What follows belongs to an exercise in optimizing a design on an open flow for small area; a production flow would make more cautious choices. Function was checked by simulation only, so behaviour that the tests miss may differ from the original. Power is estimated from default activity; no workload was simulated.

<file path="design/flow/standard.sh">
#!/bin/bash
# synth_recipe.tcl (not shown) runs the flow's synth.tcl, then flattens the netlist and writes it again
# the make line also repeats each setting of config.mk as NAME=value (left out here)
make -C /OpenROAD-flow-scripts/flow DESIGN_CONFIG=/design/flow/config.mk WORK_HOME=/design/flow/orfs CLKGATE_MAP_FILE= SYNTH_SCRIPT=/design/flow/synth_recipe.tcl "${@:-finish}"
</file>
<file path="design/flow/flow/run.sh">
#!/bin/bash
# Layout flow: the standard synthesis, then the combinational logic between
# the registers is re-mapped by ABC for area (registers, their names and cell
# types are kept), then the standard layout from that netlist, with the
# ports buffered by the smallest buffer and a clock tree of small buffers.
# Each tool's output goes to a log file here.
set -euo pipefail
here=$(pwd)
res=$here/orfs/results/$FLOW_PLATFORM/dht22_ctrl/base
lib=$FLOW_HOME/platforms/$FLOW_PLATFORM/lib/sky130_fd_sc_hd__tt_025C_1v80.lib
yosys_bin=$FLOW_HOME/../tools/install/yosys/bin/yosys
[[ -x $yosys_bin ]] || yosys_bin=yosys

# 1. standard synthesis
bash standard.sh synth > synth.log 2>&1

# 2. area re-mapping of the combinational logic
dont_use=""
for c in $(sed -n '/^export DONT_USE_CELLS/,/^$/p' $FLOW_HOME/platforms/$FLOW_PLATFORM/config.mk | tr -d '\\' | tr ' ' '\n' | grep '^sky130'); do
  dont_use="$dont_use -dont_use $c"
done
cp $res/1_2_yosys.v $here/synth_standard.v
cat > reopt.ys <<EOY
read_liberty -ignore_miss_func $lib
read_verilog $here/synth_standard.v
hierarchy -top $FLOW_TOP
setattr -mod -set keep_hierarchy 1 sky130_fd_sc_hd__dfxtp_1 sky130_fd_sc_hd__dfxtp_2 sky130_fd_sc_hd__dfxtp_4 sky130_fd_sc_hd__edfxtp_1 sky130_fd_sc_hd__conb_1
flatten
opt_clean -purge
abc -liberty $lib $dont_use -script $here/flow/area.abc
splitnets
opt_clean -purge
hilomap -singleton -hicell sky130_fd_sc_hd__conb_1 HI -locell sky130_fd_sc_hd__conb_1 LO
select $FLOW_TOP
insbuf -buf sky130_fd_sc_hd__buf_4 A X
write_verilog -noattr -nohex -nodec -selected $here/synth_reopt.v
EOY
# keep the standard netlist if the re-mapping fails or changes the registers
if $yosys_bin -s reopt.ys > reopt.log 2>&1; then
  n_std=$(grep -cE '^ *sky130_fd_sc_hd__e?dfxtp_[0-9]+ ' synth_standard.v || true)
  n_new=$(grep -cE '^ *sky130_fd_sc_hd__e?dfxtp_[0-9]+ ' synth_reopt.v || true)
  n_all=$(grep -cE '^ *sky130_fd_sc_hd__' synth_reopt.v || true)
  if [[ $n_std -gt 0 && $n_std -eq $n_new && $n_all -gt $((n_new + 100)) ]]; then
    cp $here/synth_reopt.v $res/1_2_yosys.v
    rm -f $res/1_synth.odb $res/1_synth.sdc
  fi
fi

# 3. layout
export BUFFER_PORTS_ARGS="-buffer_cell sky130_fd_sc_hd__buf_1"
export CTS_ARGS="-sink_clustering_enable -repair_clock_nets -dont_use_dummy_load -root_buf sky130_fd_sc_hd__clkbuf_16 -tree_buf sky130_fd_sc_hd__clkbuf_16 -buf_list sky130_fd_sc_hd__clkbuf_4 -sink_clustering_size 11 -sink_clustering_max_diameter 40"
bash standard.sh > layout.log 2>&1
</file>
<file path="design/flow/flow/area.abc">
strash
&get -n
&fraig -x
&put
scorr
dc2
dc2
strash
&get -n
&syn2
&dc2
&dch -f
&nf -R 1000
&put
strash
&get -n
&dch -f
&nf -R 1000
&put
</file>
<file path="design/flow/constraint.sdc">
create_clock -name core_clock -period 10.0 [get_ports {clk}]
set_input_delay 2.0000 -clock core_clock [delete_from_list [all_inputs] [get_ports {clk}]]
set_output_delay 2.0000 -clock core_clock [all_outputs]
set_load 0.01 [all_outputs]
</file>
<file path="design/flow/design.v">
module dht22_ctrl #(
    parameter integer CLKS_PER_US     = 3,
    parameter integer START_LOW_US    = 2000,
    parameter integer MIN_INTERVAL_MS = 10,
    parameter integer ACK_TIMEOUT_US  = 200,
    parameter integer CAL_TIMEOUT_US  = 200,
    parameter integer LEAD_SLACK_US   = 30,
    parameter integer SETTLE_US       = 40,
    parameter integer CLASS_THRESH_US = 40,
    parameter integer CAL_MAX_BITS    = 40
) (
    input  wire        clk,
    input  wire        rst,
    input  wire        bus_req,
    input  wire        bus_we,
    input  wire [3:0]  bus_addr,
    input  wire [31:0] bus_wdata,
    output wire        bus_ack,
    output reg  [31:0] bus_rdata,
    input  wire        line_in,
    output reg         line_oe,
    output reg         line_out
);
    localparam [2:0] PH_IDLE      = 3'd0;
    localparam [2:0] PH_START_LOW = 3'd1;
    localparam [2:0] PH_W_RESP    = 3'd2;
    localparam [2:0] PH_W_ACKL    = 3'd3;
    localparam [2:0] PH_W_ACKH    = 3'd4;
    localparam [2:0] PH_W_LEAD    = 3'd5;
    localparam [2:0] PH_SETTLE    = 3'd6;
    localparam [2:0] PH_W_HIGH    = 3'd7;
    localparam [2:0] OP_BEGIN   = 3'd1;
    localparam [2:0] OP_RECOVER = 3'd2;
    localparam [2:0] OP_READ    = 3'd3;
    localparam [2:0] OP_MEASURE = 3'd4;
    localparam [2:0] OP_START   = 3'd5;
    reg [1:0]  pre;             
    reg [9:0]  us_lfsr;         
    reg [31:0] now_ms;
    reg [3:0]  ecnt;            
    reg [2:0]  phase;
    reg        mode;
    reg [2:0]  op;
    reg [10:0] cnt;
    reg [5:0]  bitcnt;
    reg        pend_valid;
    reg [2:0]  pend_cmd;
    reg        done;
    reg        e_cal, e_dec;    
    reg [2:0]  e_g;
    reg        cached;
    reg        ovr;
    reg        ill;
    reg [1:0]  lstate;
    reg        recovering;
    reg        cal_done;
    reg        ts_valid;
    reg [31:0] last_start_ms;
    reg [7:0]  p_ackl, p_ackh, p_lead, p_h1;
    reg [5:0]  p_h0;
    reg [7:0]  c_ackl, c_ackh, c_lead, c_h1;
    reg [5:0]  c_h0;
    reg        seen0, seen1;
    reg [39:0] acc;
    reg [39:0] frame;
    reg        frame_valid;
    reg [7:0]  cs_calc;
    reg        fr_w, cs_w;      
    reg        line_meta, line_sync;
    wire tick = pre[1];
    wire s    = line_sync;
    wire us_wrap = (us_lfsr == 10'b1010110010);
    wire [31:0] now_inc = now_ms + 32'd1;
    wire        now_eq_last = (now_ms == last_start_ms);
    wire interval_busy = ts_valid & (~(ecnt[3] & ecnt[1]) | now_eq_last);
    wire idle = (phase == PH_IDLE);
    wire busy = pend_valid | ~idle;
    wire [2:0] dstate = idle ? {1'b0, lstate} : (mode ? 3'd2 : 3'd4);
    assign bus_ack = bus_req & ~tick & ~rst;
    wire   bus_wr  = bus_ack & bus_we;
    wire [10:0] c = cnt + 11'd1;
    wire [7:0]  d = c[7:0];
    wire c_start = &{c[10:6], c[4]};                     
    wire c_settle = c[5] & c[3];                         
    wire c_200   = c[7] & c[6] & c[3];                   
    wire wait_level = ~phase[0] | (phase[1] & phase[2]);
    wire wait_end   = (s != wait_level);
    wire c_lead_b = c[8] & c[4] & c[3] & c[2] & c[0];    
    wire c_high_b = &c[7:0];                             
    wire bound_hit  = mode ? c_200 :
                      (phase == PH_W_LEAD) ? c_lead_b :
                      (phase == PH_W_HIGH) ? c_high_b : c_200;
    reg [2:0] wait_stage;
    always @(*) begin
        case (phase)
            PH_W_ACKH: wait_stage = 3'd2;
            PH_W_LEAD: wait_stage = (bitcnt == 6'd0) ? 3'd3 : 3'd5;
            PH_W_HIGH: wait_stage = 3'd4;
            default:   wait_stage = 3'd1;
        endcase
    end
    wire        cls = (d > 8'd40);
    wire [5:0]  h0  = (~cls & ~seen0) ? d[5:0] : c_h0;
    wire [7:0]  h1  = ( cls & ~seen1) ? d : c_h1;
    wire        s0  = seen0 | ~cls;
    wire        s1  = seen1 |  cls;
    wire [5:0]  nb  = bitcnt + 6'd1;
    wire [7:0]  cs_sum   = c_ackl;
    wire        byte_end = (bitcnt[2:0] == 3'd0) & (bitcnt[5:3] != 3'd0) & ~(bitcnt[5] & bitcnt[3]);
    wire [39:0] frame_r = fr_w ? frame : 40'd0;
    wire [7:0]  cs_r    = cs_w ? cs_calc : 8'd0;
    wire [7:0]  pa_l    = cal_done ? p_ackl : 8'd0;
    wire [7:0]  pa_h    = cal_done ? p_ackh : 8'd0;
    wire [7:0]  pl      = cal_done ? p_lead : 8'd0;
    wire [5:0]  ph0     = cal_done ? p_h0 : 6'd0;
    wire [7:0]  ph1     = cal_done ? p_h1 : 8'd0;
    wire [31:0] lst_r   = ts_valid ? last_start_ms : 32'd0;
    wire [15:0] temp_mag    = {1'b0, frame[22:8]};
    wire [15:0] temp_tenths = frame[23] ? (16'd0 - temp_mag) : temp_mag;
    always @(*) begin
        case (bus_addr)
            4'h1: bus_rdata = {4'd0, bitcnt, phase, op, cached, mode, ill, ovr,
                               line_out, line_oe, ts_valid, interval_busy, frame_valid,
                               cal_done, recovering, dstate, done, busy};
            4'h2: bus_rdata = {26'd0, e_cal, e_dec, 1'b0, e_g};
            4'h3: bus_rdata = frame_r[39:8];
            4'h4: bus_rdata = {16'd0, cs_r, frame_r[7:0]};
            4'h5: bus_rdata = acc[31:0];
            4'h6: bus_rdata = {24'd0, acc[39:32]};
            4'h7: bus_rdata = {8'd0, pa_h, 8'd0, pa_l};
            4'h8: bus_rdata = {24'd0, pl};
            4'h9: bus_rdata = {8'd0, ph1, 10'd0, ph0};
            4'hA: bus_rdata = lst_r;
            4'hB: bus_rdata = now_ms;
            4'hC: bus_rdata = fr_w ? {temp_tenths, frame[39:24]} : 32'd0;
            default: bus_rdata = 32'd0;
        endcase
    end
    always @(posedge clk) begin
        line_meta <= line_in;
        line_sync <= line_meta;
    end
    reg ts_set;
    always @(posedge clk) begin
        if (rst) begin
            pre           <= 2'b00;
            us_lfsr       <= 10'd0;
            now_ms        <= 32'd0;
            phase         <= PH_IDLE;
            mode          <= 1'b0;
            op            <= 3'd0;
            bitcnt        <= 6'd0;
            pend_valid    <= 1'b0;
            done          <= 1'b0;
            e_cal         <= 1'b0;
            e_dec         <= 1'b0;
            e_g           <= 3'd0;
            cached        <= 1'b0;
            ovr           <= 1'b0;
            ill           <= 1'b0;
            lstate        <= 2'd0;
            recovering    <= 1'b0;
            cal_done      <= 1'b0;
            ts_valid      <= 1'b0;
            acc           <= 40'd0;
            frame_valid   <= 1'b0;
            fr_w          <= 1'b0;
            cs_w          <= 1'b0;
            line_oe       <= 1'b0;
            line_out      <= 1'b0;
        end else begin
            pre <= {pre[0], ~pre[0] & ~pre[1]};
            if (bus_wr && bus_addr == 4'h0) begin
                if (bus_wdata == 32'd0) begin
                end else if (bus_wdata[31:3] != 29'd0 || bus_wdata[2:1] == 2'b11) begin
                    ill <= 1'b1;
                end else if (busy) begin
                    ovr <= 1'b1;
                end else begin
                    pend_valid <= 1'b1;
                end
            end
            if (bus_wr && bus_addr == 4'h1) begin
                if (bus_wdata[12]) ovr <= 1'b0;
                if (bus_wdata[13]) ill <= 1'b0;
            end
            if (tick) begin
                ts_set = 1'b0;
                if (us_wrap) begin
                    us_lfsr <= 10'd0;
                    now_ms  <= now_inc;
                end else begin
                    us_lfsr <= {us_lfsr[8:0], ~(us_lfsr[9] ^ us_lfsr[6])};
                end
                case (phase)
                    PH_IDLE: if (pend_valid) begin
                        pend_valid <= 1'b0;
                        op         <= pend_cmd;
                        done       <= 1'b0;
                        cached     <= 1'b0;
                        if (pend_cmd == OP_READ && cal_done) begin
                            if (interval_busy) begin
                                cached <= frame_valid;
                                e_cal  <= 1'b0;
                                e_dec  <= 1'b0;
                                e_g    <= frame_valid ? 3'd0 : 3'd2;
                                done   <= 1'b1;
                            end else begin
                                mode     <= 1'b0;
                                phase    <= PH_START_LOW;
                                bitcnt   <= 6'd0;
                                line_oe  <= 1'b1;
                                line_out <= 1'b0;
                                acc      <= 40'd0;
                            end
                        end else if (pend_cmd[2:1] != 2'b10) begin
                            if (pend_cmd == OP_RECOVER && !recovering) begin
                                recovering  <= 1'b1;
                                frame_valid <= 1'b0;
                            end
                            if (lstate == 2'd0 || (pend_cmd == OP_RECOVER && !recovering)) begin
                                lstate   <= 2'd1;
                                ts_set    = 1'b1;
                                ts_valid <= 1'b1;
                                e_cal    <= 1'b0;
                                e_dec    <= 1'b0;
                                e_g      <= 3'd1;
                                done     <= 1'b1;
                            end else if (interval_busy) begin
                                e_cal <= 1'b0;
                                e_dec <= 1'b0;
                                e_g   <= 3'd2;
                                done  <= 1'b1;
                            end else begin
                                mode     <= 1'b1;
                                phase    <= PH_START_LOW;
                                bitcnt   <= 6'd0;
                                line_oe  <= 1'b1;
                                line_out <= 1'b0;
                                seen0    <= 1'b0;
                                seen1    <= 1'b0;
                            end
                        end else begin
                            if (interval_busy) begin
                                e_cal <= 1'b0;
                                e_dec <= 1'b0;
                                e_g   <= 3'd2;
                                done  <= 1'b1;
                            end else begin
                                mode     <= ~pend_cmd[0];
                                phase    <= PH_START_LOW;
                                bitcnt   <= 6'd0;
                                line_oe  <= 1'b1;
                                line_out <= 1'b0;
                                seen0    <= 1'b0;
                                seen1    <= 1'b0;
                            end
                        end
                    end
                    PH_START_LOW: begin
                        if (c_start) begin
                            line_oe  <= 1'b0;
                            ts_set    = 1'b1;
                            ts_valid <= 1'b1;
                            if (op == OP_START) begin
                                e_cal <= 1'b0;
                                e_dec <= 1'b0;
                                e_g   <= 3'd0;
                                done  <= 1'b1;
                                phase <= PH_IDLE;
                            end else begin
                                phase <= PH_W_RESP;
                            end
                        end
                    end
                    PH_SETTLE: begin
                        if (c_settle) begin
                            acc    <= {acc[38:0], s};
                            bitcnt <= nb;
                            phase  <= PH_W_HIGH;
                        end
                    end
                    default: begin
                        if (wait_end) begin
                            case (phase)
                                PH_W_RESP: phase <= PH_W_ACKL;
                                PH_W_ACKL: begin
                                    c_ackl <= mode ? d : 8'd0;
                                    phase  <= PH_W_ACKH;
                                end
                                PH_W_ACKH: begin
                                    c_ackh <= d;
                                    phase  <= PH_W_LEAD;
                                end
                                PH_W_LEAD: begin
                                    if (mode) begin
                                        if (bitcnt == 6'd0) c_lead <= d;
                                        phase <= PH_W_HIGH;
                                    end else begin
                                        phase <= PH_SETTLE;
                                    end
                                end
                                default: begin  
                                    if (mode) begin
                                        c_h0   <= h0;
                                        c_h1   <= h1;
                                        seen0  <= s0;
                                        seen1  <= s1;
                                        bitcnt <= nb;
                                        if (s0 && s1) begin
                                            p_ackl   <= c_ackl;
                                            p_ackh   <= c_ackh;
                                            p_lead   <= c_lead;
                                            p_h0     <= h0;
                                            p_h1     <= h1;
                                            cal_done <= 1'b1;
                                            if (!op[2]) begin
                                                lstate     <= 2'd3;
                                                recovering <= 1'b0;
                                            end
                                            if (op == OP_READ) begin
                                                if (interval_busy) begin
                                                    cached <= frame_valid;
                                                    e_cal  <= 1'b0;
                                                    e_dec  <= 1'b0;
                                                    e_g    <= frame_valid ? 3'd0 : 3'd2;
                                                    done   <= 1'b1;
                                                    phase  <= PH_IDLE;
                                                end else begin
                                                    mode     <= 1'b0;
                                                    phase    <= PH_START_LOW;
                                                    bitcnt   <= 6'd0;
                                                    line_oe  <= 1'b1;
                                                    line_out <= 1'b0;
                                                    acc      <= 40'd0;
                                                end
                                            end else begin
                                                e_cal <= 1'b0;
                                                e_dec <= 1'b0;
                                                e_g   <= 3'd0;
                                                done  <= 1'b1;
                                                phase <= PH_IDLE;
                                            end
                                        end else if (bitcnt == 6'd39) begin
                                            if (!op[2]) lstate <= 2'd1;
                                            if (op == OP_RECOVER) recovering <= 1'b0;
                                            e_cal <= 1'b1;
                                            e_dec <= 1'b0;
                                            e_g   <= 3'd4;
                                            done  <= 1'b1;
                                            phase <= PH_IDLE;
                                        end else begin
                                            phase <= PH_W_LEAD;
                                        end
                                    end else begin
                                        if (bitcnt[5] & bitcnt[3]) begin    
                                            line_oe  <= 1'b1;
                                            line_out <= 1'b1;
                                            cs_calc  <= cs_sum;
                                            cs_w     <= 1'b1;
                                            if (cs_sum == acc[7:0]) begin
                                                frame       <= acc;
                                                fr_w        <= 1'b1;
                                                frame_valid <= 1'b1;
                                                e_g         <= 3'd0;
                                            end else begin
                                                e_g         <= 3'd3;
                                            end
                                            e_cal <= 1'b0;
                                            e_dec <= 1'b0;
                                            done  <= 1'b1;
                                            phase <= PH_IDLE;
                                        end else begin
                                            if (byte_end) c_ackl <= c_ackl + acc[7:0];
                                            phase <= PH_W_LEAD;
                                        end
                                    end
                                end
                            endcase
                        end else if (bound_hit) begin
                            if (mode) begin
                                if (!op[2]) lstate <= 2'd1;
                                if (op == OP_RECOVER) recovering <= 1'b0;
                                e_cal <= 1'b1;
                                e_dec <= 1'b0;
                            end else begin
                                e_cal <= 1'b0;
                                e_dec <= 1'b1;
                            end
                            e_g   <= wait_stage;
                            done  <= 1'b1;
                            phase <= PH_IDLE;
                        end
                    end
                endcase
                if (ts_set) begin
                    last_start_ms <= now_ms;
                    ecnt          <= {3'd0, us_wrap};
                end else if (us_wrap) begin
                    if (now_eq_last)
                        ecnt <= 4'd1;
                    else if (!(ecnt[3] & ecnt[1]))
                        ecnt <= ecnt + 4'd1;
                end
            end
        end
    end
    always @(posedge clk) begin
        if (bus_wr && bus_addr == 4'h0 && !busy)
            pend_cmd <= bus_wdata[2:0];
    end
    always @(posedge clk) begin
        if (tick) begin
            if (phase == PH_START_LOW) begin
                cnt <= c_start ? 11'd0 : c;
            end else if (phase == PH_SETTLE) begin
                cnt <= c_settle ? {3'd0, ~p_h1} : c;    
            end else if (phase == PH_IDLE) begin
                cnt <= 11'd0;
            end else if (wait_end) begin
                if (!mode && (phase == PH_W_ACKH || (phase == PH_W_HIGH)))
                    cnt <= {3'd0, ~p_lead};
                else
                    cnt <= 11'd0;
            end else begin
                cnt <= c;
            end
        end
    end
endmodule
</file>
<file path="design/flow/config.mk">
export PLATFORM = sky130hd
export DESIGN_NAME = dht22_ctrl
export DESIGN_NICKNAME = dht22_ctrl
export VERILOG_FILES = /design/flow/design.v
export SDC_FILE = /design/flow/constraint.sdc
export NUM_CORES = 4
export LEC_CHECK = 0
export CAP_MARGIN = 20
export CORE_MARGIN = 2
export CORE_UTILIZATION = 65
export GPL_TIMING_DRIVEN = 0
export SLEW_MARGIN = 20
</file>
==> summary.txt <==
| Stage | Metric | This run |
| --- | --- | --- |
| outcome | Run status | timing/DRC/antenna clean |
| detailed routing | Number of DRC violations after detailed-routing iteration 0 | 1630 |
| detailed routing | DRC Markers | 0 |
| floorplan | Site row count | 51 |
| worst setup path | Path depth of the worst reg2reg path | 21 |
| placement | Buffers on Ports | 75 |
| grt | Sum of overflow across all layers after global routing | 0 |
| clock tree | Bufs on Longest Clock Path | 3 |
| placement | Gpl congestion | 0.9837 |
| power | Max VDD drop | 0.0001204 V |
| synth | Total number of yosys warnings | 1 |
| timing | Final Setup Violations | 0 |
| timing | Setup clock skew after layout | 0.07125 ns |
| synth | Avg Inst Size Synth | 10.89 um^2 |
| final layout | Fillcell total | 1450 |
| timing | Unrepaired setup endpoints after global routing | false |
| final layout | Post-route core utilization | 73.43% |
| synth | Number of nets in the synthesized netlist | 1235 |
| worst setup path | Startpoint type of the worst setup path | flop |
| final layout | Fraction of final layout cells with drive strength greater than 1 | 5.953% |
| placement | Placed wire-length estimate | 30050 um |
| grt | Total GRT Usage | 38.85% |
| min path | HP Class | reg -> reg |
| timing | Number of endpoints with negative hold slack in the final report | 0 |
| worst setup path | Launching element of the worst setup path | pre[1] |
| clock tree | Cts bufs inserted | 39 |
| timing | Min cycle time layout | 6.820 ns |
| detailed routing | Detail-routed net length per standard cell | 26.01 um |
| detailed routing | 1st-pass router iterations | 12 |
| floorplan | Ports placed on the boundary | 76 |
| floorplan | Horiz. Die Dim | 145.4 um |
| worst setup path | Slowest cell delay on critical path | 1.06 ns |
| clock tree | Clock tree root buffer cell | sky130_fd_sc_hd__clkbuf_16 |
| worst setup path | Cell with the largest stage delay on the worst path | sky130_fd_sc_hd__dfxtp_1 |
| power | Areal power density over the cells | 137.1 nW/um^2 |
| detailed routing | Remaining number of nets flagged by the antenna check after routing | 0 |
| clock tree | Number of cells upsized or downsized after cts | 0 |
| min path | Min-Delay Startpoint | line_meta |
| detailed routing | Number of vias after detailed routing | 11290 |
| clock tree | Clk sink count | 295 |
| timing | Pins over their slew limit | 0 |
| clock tree | Number of buffers added for setup after CTS | 0 |
| final layout | Total number of nets in the final design | 1370 |
| grt | Global-route wire length before repair | 62630 um |
| grt | Antenna violations before repair | 0 |
| worst setup path | Worst Path Arrival | 7.22 ns |
| grt | Via count of the first global-routing pass | 10400 |
| worst setup path | Worst Path Class, Setup | reg -> reg |
| worst setup path | Highest fanout seen on the critical path | 22 |
| grt | Largest net degree at the start of global routing | 37 |
| power | LEAKAGE | 4.891 nW |
| worst setup path | Category of the worst setup path capture point | flop |
| detailed routing | Vias per cell | 7.089 |
| synth | Instance count of the mapped netlist | 1194 |
| clock tree | Count of H-tree levels built during CTS | 2 |
| floorplan | Die area | 21140 um^2 |
| min path | Number of cells on the worst hold path | 0 |
| detailed routing | Wirelength, routed | 41410 um |
| placement | Cell Count Post-Placement | 1553 |
| flow run | Total of max-cap violations | 0 |
| clock tree | Worst skew pair latency | 0.52 ns |
| floorplan | Die Span Y | 145.4 um |
| timing | Fmax achieved | 146.6 MHz |
| worst setup path | WP data required | 10.40 ns |
| clock tree | Clock Pin Slew Worst Setup and Hold Paths | 0.11 ns |
| floorplan | Core footprint | 19530 um^2 |
| timing | Transition time of the tightest slew-check pin | 1.115 ns |
| clock tree | Hold buffer count at cts | 0 |
| power | Overall Power | 1.966 mW |
| clock tree | Clock tree from TritonCTS | done |
| final layout | Area Growth Syn to Fin | 10.32% |
| floorplan | Starting utilization of the core area | 66.56% |
| timing | Relative slew margins | 24.66% |
| worst setup path | Launching point of the worst reg2reg path | pre[1] |
| final layout | Total inserted antenna cells | 0 |
| synth | Cell area after synthesis | 13000 um^2 |
| timing | Fin crit share | 68.20% |
| worst setup path | Cell breakdown of the critical path | nand2_1, nor3_1, and3_1, and2_0, and3_1, and2_0, and3_1, and2_0, and3_1, and2_0, and3_1, and2_0, and3_1, and2_0, and3_1, and2_0, and3_1, and2_0, and3_1, and2_0, nor3_1 |
| final layout | Post-layout instance count excluding filler cells | 1592 |
-- cell usage in the layout, fill, tap and decap left out, drive strengths merged, types with 3 or more instances in the layout --
cell type	count
a211oi	6
a21boi	3
a21o	7
a21oi	87
a221oi	5
a222oi	46
a22o	19
a22oi	63
a31oi	8
a32oi	3
and2	16
and3	25
buf	94
clkbuf	39
clkinv	27
dfxtp	119
edfxtp	176
maj3	5
mux2i	3
nand2	83
nand2b	13
nand3	47
nand4	12
nor2	138
nor2b	14
nor3	51
nor4	20
o211ai	3
o21ai	58
o221ai	5
o22ai	11
o311ai	3
o31ai	7
o32ai	3
or2	7
or3	11
xnor2	35
xor2	26
-- registers in the layout, indices dropped and copies added, names as in the netlist, 4 cells and up --
signal,count
p_ackh,8
frame,40
p_h0,6
p_ackl,8
p_lead,8
acc,40
now_ms,32
c_ackh,8
c_lead,8
cnt,11
cs_calc,8
c_ackl,8
c_h1,8
us_lfsr,10
p_h1,8
last_start_ms,32
ecnt,4
c_h0,6
bitcnt,6
-- metal layers --
metal	part of all wire, %	vias up	global-route usage (%)	wire length, um
met1	38	5333	54.66	15740
met5	0	-	0	0
met3	12	157	8.871	5131
li1	-	4957	-	-
met2	44	839	57.61	18100
met4	5.9	0	18.87	2445
-- stage by stage --
| stage | hold WS, ns | setup WS [ns] | TNS, ns | cell area, um^2 |
|---|---|---|---|---|
| 6_report | 0.3291 | 3.180 | 0 | 14340 |
| 5_1_grt | 0.3455 | 2.647 | 0 | 14340 |
| 4_1_cts | 0.3325 | 3.337 | 0 | 14330 |
| 3_5_place_dp | 0.3146 | 3.301 | 0 | 13950 |
| 3_3_place_gp | 0.3138 | -0.5636 | -36.01 | 13610 |
| 2_1_floorplan | 0.3096 | 3.691 | 0 | 13000 |
-- where the power goes --
part / total (mW) / switching [mW] / internal [mW]
sequential: 1.28 / 0.00574 / 1.28
combinational: 0.0476 / 0.0344 / 0.0132
clock: 0.636 / 0.388 / 0.248
-- worst paths after layout --
path	end	slack, ns
setup / recovery	now_ms[30]	3.18
hold / removal	line_sync	0.33
setup reg to reg	now_ms[30]	3.18
hold reg to reg	line_sync	0.33
-- critical path: cells and delay by family, from the launching register on --
family / cells / cell delay (ns)
and+or+nand+nor: 21 / 5.69
DFF: 1 / 1.06
-- layout make-up --
type                       count  area (um^2)  area share (%)
inverter                      27        102.6          0.7155
tap                          265        331.6           2.312
clock buffer                  39        380.4           2.653
multi-input combinational    872         5325           37.14
sequential                   295         7667           53.47
timing repair buffer          94        531.8           3.709

-- static timing again, ports no longer ideal --
The flow's constraints put no driver on any port. The routed layout listed below was extracted and timed again, unchanged, in two steps.
Step 1 (the two cells are an assumption about what drives the block):
set clk [get_ports {clk}]
set_driving_cell -lib_cell sky130_fd_sc_hd__clkbuf_16 $clk
set_driving_cell -lib_cell sky130_fd_sc_hd__buf_2 [delete_from_list [all_inputs] $clk]
Step 2 also shifts input and output timing later by t, the mid clock arrival at the registers, as if the neighbouring blocks saw the same clock.
a / b / c = ideal ports / drivers / drivers and shift; a / b = the first two.
t, ns: 0.529
setup WS [ns]: 3.180 / 3.180 / 3.180
worst setup path at the end: register to register
clock arrival spread, ns: 0.071 / 0.071
After both steps setup and hold are still met in this run. The setup slack of this run moves by 0.000 ns with the drivers and by 0.000 ns with both steps.
